Source: an optimization exercise on an open RTL-to-GDS flow (aim: small area, a short achievable clock period and few clock cycles per item). Production flows keep margins and buffers that such runs may drop. Power is estimated from default activity; no workload was simulated.

S:
==> flow/design.v <==
module tcp_engine #(
    parameter N = 8                        
) (
    input  wire        clk,
    input  wire        rst,
    input  wire        cmd_valid,
    output wire        cmd_ready,
    input  wire [1:0]  cmd_op,             
    input  wire [31:0] cmd_local_addr,
    input  wire [31:0] cmd_remote_addr,
    input  wire [15:0] cmd_local_port,
    input  wire [15:0] cmd_remote_port,
    input  wire [3:0]  cmd_flags,          
    input  wire [31:0] cmd_seq,
    input  wire [31:0] cmd_ackno,
    input  wire [31:0] cmd_iss,
    output reg         rsp_valid,
    input  wire        rsp_ready,
    output reg  [3:0]  rsp_status,
    output reg         rsp_created,
    output reg  [3:0]  rsp_state,
    output reg  [31:0] rsp_seq,
    output reg  [31:0] rsp_ackno,
    output reg         tx_valid,
    input  wire        tx_ready,
    output reg  [31:0] tx_data,
    output reg         tx_last
);
    localparam CW = $clog2(N + 1);
    localparam OP_GOC = 2'd0, OP_SEG = 2'd1, OP_CLOSE = 2'd2, OP_TIMEOUT = 2'd3;
    localparam ST_OK        = 4'h0, ST_OK_REPLY  = 4'h1, ST_NOMATCH = 4'h2,
               ST_VIOLATION = 4'h3, ST_TABLE_FULL = 4'h7;
    localparam S_CLOSED = 4'd0, S_LISTEN = 4'd1, S_SYNSENT = 4'd2, S_SYNRCVD = 4'd3,
               S_ESTAB = 4'd4, S_FINWAIT1 = 4'd5, S_FINWAIT2 = 4'd6, S_CLOSEWAIT = 4'd7,
               S_CLOSING = 4'd8, S_LASTACK = 4'd9, S_TIMEWAIT = 4'd10;
    integer i;
    reg  [CW-1:0]  cnt;
    reg  [95:0]    e_key [0:N-1];
    reg  [3:0]     e_st  [0:N-1];
    reg  [31:0]    e_seq [0:N-1];
    reg  [31:0]    e_ack [0:N-1];
    reg         c_full;                    
    reg         c_look;                    
    reg  [1:0]  c_op;
    reg  [31:0] c_laddr, c_raddr;
    reg  [15:0] c_lport, c_rport;
    reg  [3:0]  c_flags;
    reg  [31:0] c_seq, c_ackno, c_iss;
    wire [95:0] c_key = {c_laddr, c_raddr, c_rport, c_lport};
    wire f_syn = c_flags[3];
    wire f_ack = c_flags[2];
    wire f_fin = c_flags[1];
    reg          x_go;                     
    reg  [N-1:0] x_rd;                     
    reg  [N-1:0] x_wr;                     
    reg          x_created, x_reply;
    reg  [3:0]   x_status, x_st;
    reg          x_seq_iss, x_seq_ackno;   
    reg          x_ack_seq;                
    reg  [2:0]   x_rflags;                 
    assign cmd_ready = !c_full || x_go;
    wire accept = cmd_valid && cmd_ready;
    reg  [N-1:0] hit;
    reg  [3:0]   h_st;
    reg  [31:0]  h_seq;
    always @(*) begin
        h_st = 4'd0; h_seq = 32'd0;
        for (i = 0; i < N; i = i + 1) begin
            hit[i] = (i < cnt) && (e_key[i] == c_key);
            h_st  = h_st  | ({4{hit[i]}}  & e_st[i]);
            h_seq = h_seq | ({32{hit[i]}} & e_seq[i]);
        end
    end
    wire         l_hit  = |hit;
    wire         l_full = !l_hit && (cnt == N);
    wire         l_new  = !l_hit && !l_full;
    wire [3:0]   l_st   = l_hit ? h_st : (l_full ? S_CLOSED : S_LISTEN);
    wire [31:0]  ackno_m1 = c_ackno - 32'd1;
    wire         l_t3ok = l_hit && (ackno_m1 == h_seq);
    reg [N-1:0] free_oh;
    always @(*) for (i = 0; i < N; i = i + 1) free_oh[i] = (cnt == i);
    reg  [3:0]  l_status, l_nst;
    reg         l_seq_iss, l_seq_ackno, l_ack_seq;
    reg  [2:0]  l_rflags;
    always @(*) begin
        l_status = ST_NOMATCH; l_nst = l_st;
        l_seq_iss = 1'b0; l_seq_ackno = 1'b0; l_ack_seq = 1'b0;
        l_rflags = 3'b000;
        case (c_op)
            OP_GOC: l_status = ST_OK;
            OP_SEG: begin
                if (f_syn && l_st != S_LISTEN && l_st != S_SYNSENT) begin
                    l_status = ST_VIOLATION;
                end else begin
                    case (l_st)
                        S_LISTEN: if (f_syn && !f_ack) begin                   
                            l_status = ST_OK_REPLY; l_nst = S_SYNRCVD;
                            l_seq_iss = 1'b1; l_ack_seq = 1'b1; l_rflags = 3'b110;
                        end
                        S_SYNSENT: if (f_syn && f_ack) begin                   
                            l_status = ST_OK_REPLY; l_nst = S_ESTAB;
                            l_seq_ackno = 1'b1; l_ack_seq = 1'b1; l_rflags = 3'b010;
                        end
                        S_SYNRCVD: if (f_ack && l_t3ok) begin                  
                            l_status = ST_OK; l_nst = S_ESTAB; l_seq_ackno = 1'b1;
                        end
                        S_ESTAB: if (f_fin) begin                               
                            l_status = ST_OK_REPLY; l_nst = S_CLOSEWAIT;
                            l_ack_seq = 1'b1; l_rflags = 3'b010;
                        end
                        S_FINWAIT1: if (f_fin) begin                            
                            l_status = ST_OK_REPLY; l_nst = S_CLOSING;
                            l_ack_seq = 1'b1; l_rflags = 3'b010;
                        end else if (f_ack) begin                               
                            l_status = ST_OK; l_nst = S_FINWAIT2; l_seq_ackno = 1'b1;
                        end
                        S_FINWAIT2: if (f_fin) begin                            
                            l_status = ST_OK_REPLY; l_nst = S_TIMEWAIT;
                            l_ack_seq = 1'b1; l_rflags = 3'b010;
                        end
                        S_CLOSING: if (f_ack) begin                             
                            l_status = ST_OK; l_nst = S_TIMEWAIT; l_seq_ackno = 1'b1;
                        end
                        S_LASTACK: if (f_ack) begin                             
                            l_status = ST_OK; l_nst = S_CLOSED; l_seq_ackno = 1'b1;
                        end
                        default: ;
                    endcase
                end
            end
            OP_CLOSE: begin
                if (l_st == S_ESTAB) begin                                      
                    l_status = ST_OK_REPLY; l_nst = S_FINWAIT1; l_rflags = 3'b001;
                end else if (l_st == S_CLOSEWAIT) begin                         
                    l_status = ST_OK_REPLY; l_nst = S_LASTACK; l_rflags = 3'b001;
                end
            end
            OP_TIMEOUT: begin
                if (l_st == S_TIMEWAIT) begin                                   
                    l_status = ST_OK; l_nst = S_CLOSED;
                end
            end
        endcase
        if (l_full) begin
            l_status = ST_TABLE_FULL; l_nst = S_CLOSED;
            l_seq_iss = 1'b0; l_seq_ackno = 1'b0; l_ack_seq = 1'b0; l_rflags = 3'b000;
        end
    end
    wire l_reply = (l_status == ST_OK_REPLY);
    reg  [31:0] t_seq, t_ack;
    always @(*) begin
        t_seq = 32'd0; t_ack = 32'd0;
        for (i = 0; i < N; i = i + 1) begin
            t_seq = t_seq | ({32{x_rd[i]}} & e_seq[i]);
            t_ack = t_ack | ({32{x_rd[i]}} & e_ack[i]);
        end
    end
    wire [31:0] seq_p1 = c_seq + 32'd1;
    wire [31:0] w_seq = x_seq_iss ? c_iss : x_seq_ackno ? c_ackno : 32'd0;
    wire [31:0] w_ack = x_ack_seq ? seq_p1 : 32'd0;
    wire        w_seq_en = x_seq_iss || x_seq_ackno || x_created;
    wire        w_ack_en = x_ack_seq || x_created;
    wire [31:0] n_seq = (x_seq_iss || x_seq_ackno) ? w_seq : t_seq;
    wire [31:0] n_ack = x_ack_seq ? seq_p1 : t_ack;
    reg         f_pend;                    
    reg  [31:0] f_w [0:4];                 
    reg  [2:0]  f_fl;                      
    reg  [10:0] pos;                       
    reg  [2:0]  s_fl;                      
    reg  [19:0] acc;                       
    wire f_busy = f_pend || (|pos[7:0]) || (x_go && x_reply);
    function [15:0] cksum;
        input [19:0] s;
        reg   [16:0] t;
        begin
            t = {1'b0, s[15:0]} + {13'd0, s[19:16]};
            t = {1'b0, t[15:0]} + {16'd0, t[16]};
            cksum = ~t[15:0];
        end
    endfunction
    function [7:0] flag_byte;
        input [2:0] rf;
        flag_byte = {3'b000, rf[1], 1'b0, 1'b0, rf[2], rf[0]};
    endfunction
    wire        adv   = !tx_valid || tx_ready;
    wire        cont  = |pos[9:0];             
    wire        start = !cont && f_pend;       
    wire [31:0] nw = ({32{start}}  & 32'h0000_0800)
                   | ({32{pos[0]}} & 32'h4500_0028)
                   | ({32{pos[2]}} & {16'h4006, cksum(acc)})
                   | ({32{|pos[7:3]}} & f_w[0])
                   | ({32{pos[8]}} & {8'h50, flag_byte(s_fl), 16'h0400})
                   | ({32{pos[9]}} & {cksum(acc), 16'h0000});
    wire [19:0] a_in = start ? 20'h0852E : acc;
    wire [19:0] a_x  = ({20{start | |pos[7:5]}} & {4'd0, f_w[0][31:16]})
                     | ({20{pos[0]}} & {4'd0, f_w[1][31:16]})
                     | ({20{pos[2]}} & 20'hFCEEC);
    wire [15:0] a_y  = ({16{start | |pos[7:5]}} & f_w[0][15:0])
                     | ({16{pos[0]}} & f_w[1][15:0])
                     | ({16{pos[2]}} & {8'd0, flag_byte(s_fl)});
    wire        a_en = start || pos[0] || pos[2] || (|pos[7:5]);
    wire rsp_hold  = rsp_valid && !rsp_ready;
    wire c_full_n  = accept || (c_full && !x_go);
    wire c_look_n  = accept;
    wire reply_n   = c_look ? l_reply : x_reply;
    wire x_go_n    = c_full_n && !c_look_n && !rsp_hold && !(reply_n && f_busy);
    always @(posedge clk) begin
        if (rst) begin
            c_full    <= 1'b0;
            c_look    <= 1'b0;
            x_go      <= 1'b0;
            cnt       <= {CW{1'b0}};
            rsp_valid <= 1'b0;
            tx_valid  <= 1'b0;
            tx_last   <= 1'b0;
            pos       <= 11'd0;
            f_pend    <= 1'b0;
        end else begin
            c_full <= c_full_n;
            c_look <= c_look_n;
            x_go   <= x_go_n;
            if (c_look && l_new) cnt <= cnt + 1'b1;
            if (x_go) rsp_valid <= 1'b1;
            else if (rsp_ready) rsp_valid <= 1'b0;
            if (x_go && x_reply) f_pend <= 1'b1;
            else if (adv && start) f_pend <= 1'b0;
            if (adv) begin
                pos      <= {pos[9:0], start};
                tx_valid <= cont || start;
                tx_last  <= pos[9];
            end
        end
        if (accept) begin
            c_op    <= cmd_op;
            c_laddr <= cmd_local_addr;
            c_raddr <= cmd_remote_addr;
            c_lport <= cmd_local_port;
            c_rport <= cmd_remote_port;
            c_flags <= cmd_flags;
            c_seq   <= cmd_seq;
            c_ackno <= cmd_ackno;
            c_iss   <= cmd_iss;
        end
        if (c_look) begin
            for (i = 0; i < N; i = i + 1)
                if (free_oh[i]) e_key[i] <= c_key;
            x_rd        <= hit;
            x_wr        <= l_hit ? hit : (l_full ? {N{1'b0}} : free_oh);
            x_created   <= l_new;
            x_reply     <= l_reply;
            x_status    <= l_status;
            x_st        <= l_nst;
            x_seq_iss   <= l_seq_iss;
            x_seq_ackno <= l_seq_ackno;
            x_ack_seq   <= l_ack_seq;
            x_rflags    <= l_rflags;
        end
        if (x_go) begin
            for (i = 0; i < N; i = i + 1)
                if (x_wr[i]) begin
                    e_st[i] <= x_st;
                    if (w_seq_en) e_seq[i] <= w_seq;
                    if (w_ack_en) e_ack[i] <= w_ack;
                end
            rsp_status  <= x_status;
            rsp_created <= x_created;
            rsp_state   <= x_st;
            rsp_seq     <= n_seq;
            rsp_ackno   <= n_ack;
        end
        if (x_go && x_reply) begin
            f_w[0] <= c_laddr;
            f_w[1] <= c_raddr;
            f_w[2] <= {c_lport, c_rport};
            f_w[3] <= n_seq;
            f_w[4] <= n_ack;
            f_fl   <= x_rflags;
        end else if (adv && (|pos[7:3])) begin
            f_w[0] <= f_w[1];
            f_w[1] <= f_w[2];
            f_w[2] <= f_w[3];
            f_w[3] <= f_w[4];
        end
        if (adv) begin
            tx_data <= nw;
            if (start) s_fl <= f_fl;
            if (a_en)  acc  <= a_in + a_x + {4'd0, a_y};
        end
    end
endmodule
export LEC_CHECK = 0
export CAP_MARGIN = 20
export CORE_MARGIN = 2
export CORE_UTILIZATION = 40
export PLACE_DENSITY = 0.6
export SLEW_MARGIN = 20
create_clock -name core_clock -period 14.0 [get_ports {clk}]
standard.sh (not shown) runs the stock make flow with config.mk's settings and CLKGATE_MAP_FILE= SYNTH_SCRIPT=/design/flow/synth_recipe.tcl, a recipe that flattens the netlist after the stock synthesis.
==> flow/flow/run.sh <==
#!/bin/bash
# Standard ORFS layout, with repair_timing aiming well below the clock period.
set -uo pipefail
bash standard.sh SETUP_SLACK_MARGIN=${MARGIN:-9.5} finish > make_finish.log 2>&1
#### Input delta (Q over S)
--- a/flow/design.v
+++ b/flow/design.v
@@ -5,5 +5,5 @@
     input  wire        rst,
     input  wire        cmd_valid,
-    output wire        cmd_ready,
+    output reg         cmd_ready,
     input  wire [1:0]  cmd_op,             
     input  wire [31:0] cmd_local_addr,
@@ -59,5 +59,4 @@
     reg          x_ack_seq;                
     reg  [2:0]   x_rflags;                 
-    assign cmd_ready = !c_full || x_go;
     wire accept = cmd_valid && cmd_ready;
     reg  [N-1:0] hit;
@@ -189,15 +188,20 @@
                    | ({32{pos[0]}} & 32'h4500_0028)
                    | ({32{pos[2]}} & {16'h4006, cksum(acc)})
-                   | ({32{|pos[7:3]}} & f_w[0])
+                   | ({32{pos[3]}} & f_w[0])
+                   | ({32{pos[4]}} & f_w[1])
+                   | ({32{pos[5]}} & f_w[2])
+                   | ({32{pos[6]}} & f_w[3])
+                   | ({32{pos[7]}} & f_w[4])
                    | ({32{pos[8]}} & {8'h50, flag_byte(s_fl), 16'h0400})
                    | ({32{pos[9]}} & {cksum(acc), 16'h0000});
     wire [19:0] a_in = start ? 20'h0852E : acc;
-    wire [19:0] a_x  = ({20{start | |pos[7:5]}} & {4'd0, f_w[0][31:16]})
-                     | ({20{pos[0]}} & {4'd0, f_w[1][31:16]})
-                     | ({20{pos[2]}} & 20'hFCEEC);
-    wire [15:0] a_y  = ({16{start | |pos[7:5]}} & f_w[0][15:0])
-                     | ({16{pos[0]}} & f_w[1][15:0])
-                     | ({16{pos[2]}} & {8'd0, flag_byte(s_fl)});
-    wire        a_en = start || pos[0] || pos[2] || (|pos[7:5]);
+    wire [31:0] a_w  = ({32{start}}  & f_w[0])
+                     | ({32{pos[0]}} & f_w[1])
+                     | ({32{pos[3]}} & f_w[2])
+                     | ({32{pos[4]}} & f_w[3])
+                     | ({32{pos[5]}} & f_w[4]);
+    wire [19:0] a_x  = pos[2] ? 20'hFCEEC : {4'd0, a_w[31:16]};
+    wire [15:0] a_y  = pos[2] ? {8'd0, flag_byte(s_fl)} : a_w[15:0];
+    wire        a_en = start || pos[0] || pos[2] || pos[3] || pos[4] || pos[5];
     wire rsp_hold  = rsp_valid && !rsp_ready;
     wire c_full_n  = accept || (c_full && !x_go);
@@ -208,4 +212,5 @@
         if (rst) begin
             c_full    <= 1'b0;
+            cmd_ready <= 1'b1;
             c_look    <= 1'b0;
             x_go      <= 1'b0;
@@ -220,4 +225,5 @@
             c_look <= c_look_n;
             x_go   <= x_go_n;
+            cmd_ready <= !c_full_n || x_go_n;
             if (c_look && l_new) cnt <= cnt + 1'b1;
             if (x_go) rsp_valid <= 1'b1;
@@ -231,5 +237,5 @@
             end
         end
-        if (accept) begin
+        if (cmd_ready) begin
             c_op    <= cmd_op;
             c_laddr <= cmd_local_addr;
@@ -276,9 +282,4 @@
             f_w[4] <= n_ack;
             f_fl   <= x_rflags;
-        end else if (adv && (|pos[7:3])) begin
-            f_w[0] <= f_w[1];
-            f_w[1] <= f_w[2];
-            f_w[2] <= f_w[3];
-            f_w[3] <= f_w[4];
         end
         if (adv) begin
Results
- Q: no failed stages, no open violations at the end
- Mean post-synth cell area of Q exceeds that of S slightly.
- Relative to S, the number of buffers inserted to repair setup after CTS measured on Q has decreased by more than half.
- On initial core utilization, Q and S are neck and neck.
- Between Q and S, the transition time at the pin with the least slew margin is higher for S.
- Compared with S, synthesized netlist net count in Q decreased slightly.
- Going from S to Q, the relative area change from synthesis to final layout was found to have gone down by 2.7 points.
- Summary of Q over S: final routed wirelength across all metal layers picked up an extra 0.37%; die area level; worst setup skew after layout down 0.021 ns.
- In the metrics for Q and S, the one carrying the higher post-route worst setup slack is Q.
- Combinational group share of total power (higher): Q
- Number of antenna violations at the first check in global routing: Q vs S up 12
- Diff Q and S: first-pass GRT wire length lower in S
No run of this note included a check of the RTL's function; only the layout flow was run.

==> port drivers added, routing unchanged <==
No port has a modelled driver above. Below, the same layouts with a new extraction and two added sets of constraints. Step 1, drivers: a clkbuf_16 drives clk and a buf_2 each remaining input, both assumed. Step 2 adds t to the input delays and takes it off the output delays; t is the mean of the earliest and latest rising clock arrival at the registers after step 1. Input paths then give back, and output paths get back, about the clock's delay inside the block. Slacks: no drivers / after step 1 / after step 2; pairs: no drivers / after step 1.
run | t (ns) | slack for setup (ns) | slew at the worst register clock pin (ns) | cell pins on the clock port's net
S | 0.933 | 8.705 / 8.705 / 8.705 | 0.07 / 0.07 | 1
Q | 0.938 | 8.976 / 8.976 / 8.976 | 0.07 / 0.07 | 1
After both steps every run listed still meets setup and hold.
